This is an optimization exercise on Yosys and OpenROAD, whose aim is small area, not a production implementation. Function was checked by simulation only, so behaviour that the tests miss may differ from the original. The flow treats the clock pin as an ideal source. Dropping or thinning the clock tree relies on that and would not hold on a real chip. Power is estimated from default activity; no workload was simulated.

## beta
Design fs32, start of the top module:
module fs32 (
    input  wire        clk,
    input  wire        rst,
    input  wire        req_valid,
    output wire        req_ready,
    input  wire [15:0] req_cmd,
    input  wire [31:0] req_value,
    input  wire [7:0]  req_dist,
    output wire        rsp_valid,
    input  wire        rsp_ready,
    output wire [31:0] rsp_value,
    output wire [1:0]  rsp_err
);
export LEC_CHECK = 0
export CAP_MARGIN = 0
export CORE_MARGIN = 2
export CORE_UTILIZATION = 40
export GPL_TIMING_DRIVEN = 0
export SLEW_MARGIN = 0
create_clock -name core_clock -period 4.0 [get_ports {clk}]
standard.sh (not shown) runs the stock make flow with config.mk's settings and CLKGATE_MAP_FILE= SYNTH_SCRIPT=/design/flow/synth_recipe.tcl, a recipe that flattens the netlist after the stock synthesis.
==> flow/flow/run.sh <==
#!/bin/bash
# The standard layout (standard.sh) with these changes:
#  - synthesis maps the logic with an area-oriented ABC script
#    (flow/abc_area.script) and leaves adders to ABC instead of mapping them
#    to adder cells first; registers are mapped exactly as in the standard
#    synthesis (that happens before ABC);
#  - the port buffers are buf_1, the smallest buffer; placement is not
#    timing-driven (the design has ample slack), and synthesis's buffers
#    are removed before it (flow/pre_place.tcl);
#  - CTS inserts no dummy loads, and flow/clock_tree.tcl then drives the
#    leaf clock buffers from the clock port and sizes them down.
# Each tool's output is in the ORFS logs under orfs/logs; make's output is
# in standard_run.log.
set -e
W=$PWD
rm -rf "$W/scripts_local"
cp -r "$FLOW_HOME/scripts" "$W/scripts_local"
cp "$W/flow/abc_area.script" "$W/scripts_local/abc_speed.script"
export SCRIPTS_DIR=$W/scripts_local
export ADDER_MAP_FILE=
export BUFFER_PORTS_ARGS="-buffer_cell sky130_fd_sc_hd__buf_1"
export CTS_ARGS="-sink_clustering_enable -repair_clock_nets -dont_use_dummy_load"
export POST_CTS_TCL=$W/flow/clock_tree.tcl
export PRE_GLOBAL_PLACE_TCL=$W/flow/pre_place.tcl
bash standard.sh > standard_run.log 2>&1
==> flow/flow/pre_place.tcl <==
# Run before global placement (PRE_GLOBAL_PLACE_TCL): remove the buffers
# synthesis left, as the timing-driven placement would; the port buffers
# are added after this.
remove_buffers
Other scripts of this flow, unchanged in this note and not shown: flow/flow/abc_area.script, flow/flow/clock_tree.tcl
The inputs of epsilon differ from those of beta as listed below.
diff --git a/flow/flow/run.sh b/flow/flow/run.sh
--- a/flow/flow/run.sh
+++ b/flow/flow/run.sh
@@ -5,7 +5,5 @@
 #    to adder cells first; registers are mapped exactly as in the standard
 #    synthesis (that happens before ABC);
-#  - the port buffers are buf_1, the smallest buffer; placement is not
-#    timing-driven (the design has ample slack), and synthesis's buffers
-#    are removed before it (flow/pre_place.tcl);
+#  - the port buffers are buf_1, the smallest buffer;
 #  - CTS inserts no dummy loads, and flow/clock_tree.tcl then drives the
 #    leaf clock buffers from the clock port and sizes them down.
@@ -22,4 +20,3 @@
 export CTS_ARGS="-sink_clustering_enable -repair_clock_nets -dont_use_dummy_load"
 export POST_CTS_TCL=$W/flow/clock_tree.tcl
-export PRE_GLOBAL_PLACE_TCL=$W/flow/pre_place.tcl
 bash standard.sh > standard_run.log 2>&1
diff --git a/flow/config.mk b/flow/config.mk
--- a/flow/config.mk
+++ b/flow/config.mk
@@ -6,7 +6,7 @@
 export NUM_CORES = 4
 export LEC_CHECK = 0
-export CAP_MARGIN = 0
+export CAP_MARGIN = 20
 export CORE_MARGIN = 2
 export CORE_UTILIZATION = 40
 export GPL_TIMING_DRIVEN = 0
-export SLEW_MARGIN = 0
+export SLEW_MARGIN = 20
removed: flow/flow/pre_place.tcl
Multi-input logic portion of the cell area in epsilon is 0.20 points lower than in beta
epsilon vs. beta: net switching share of the total power went down 0.27 points, total non-filler cell area in the finished layout went up about 0.7%.
Clock transition time at the flip-flop clock pins of the worst setup and hold paths of beta is on par with epsilon.
epsilon -> beta: synthesized area delta 0, exact match
Relative to beta, the cell leakage power measured on epsilon has increased slightly.
Between beta and epsilon, the total power figures differ only marginally.
Compared with beta, epsilon shows a wire length of the first global-routing pass that is 210 um higher.
Between epsilon and beta, the difference in total wire length is negligible.

==> afterwards: timing with drivers on the ports <==
Ports are ideal in the flow. The routed layouts listed here were re-timed in OpenROAD.
Step 1: set_driving_cell puts a clkbuf_16 on clk and a buf_2 on each other input, an assumption about the parent block.
Step 2, shift: input delay + t, output delay - t, t = (earliest + latest rising clock arrival at the registers) / 2. This alone moves slack from input paths to output paths.
a / b / c = ideal / step 1 / step 2; a / b = the first two.
run	shift t [ns]	setup WS [ns]	worst setup path after step 2	worst slew at a driven data input, ns
beta	0.198	0.388 / 0.405 / 0.207	input to register	0.05
epsilon	0.198	0.382 / 0.402 / 0.205	input to register	0.04
After both steps every run listed still meets setup and hold. For beta, which loses most, drivers alone change the setup slack by +0.017 ns; drivers and shift together by -0.181 ns.
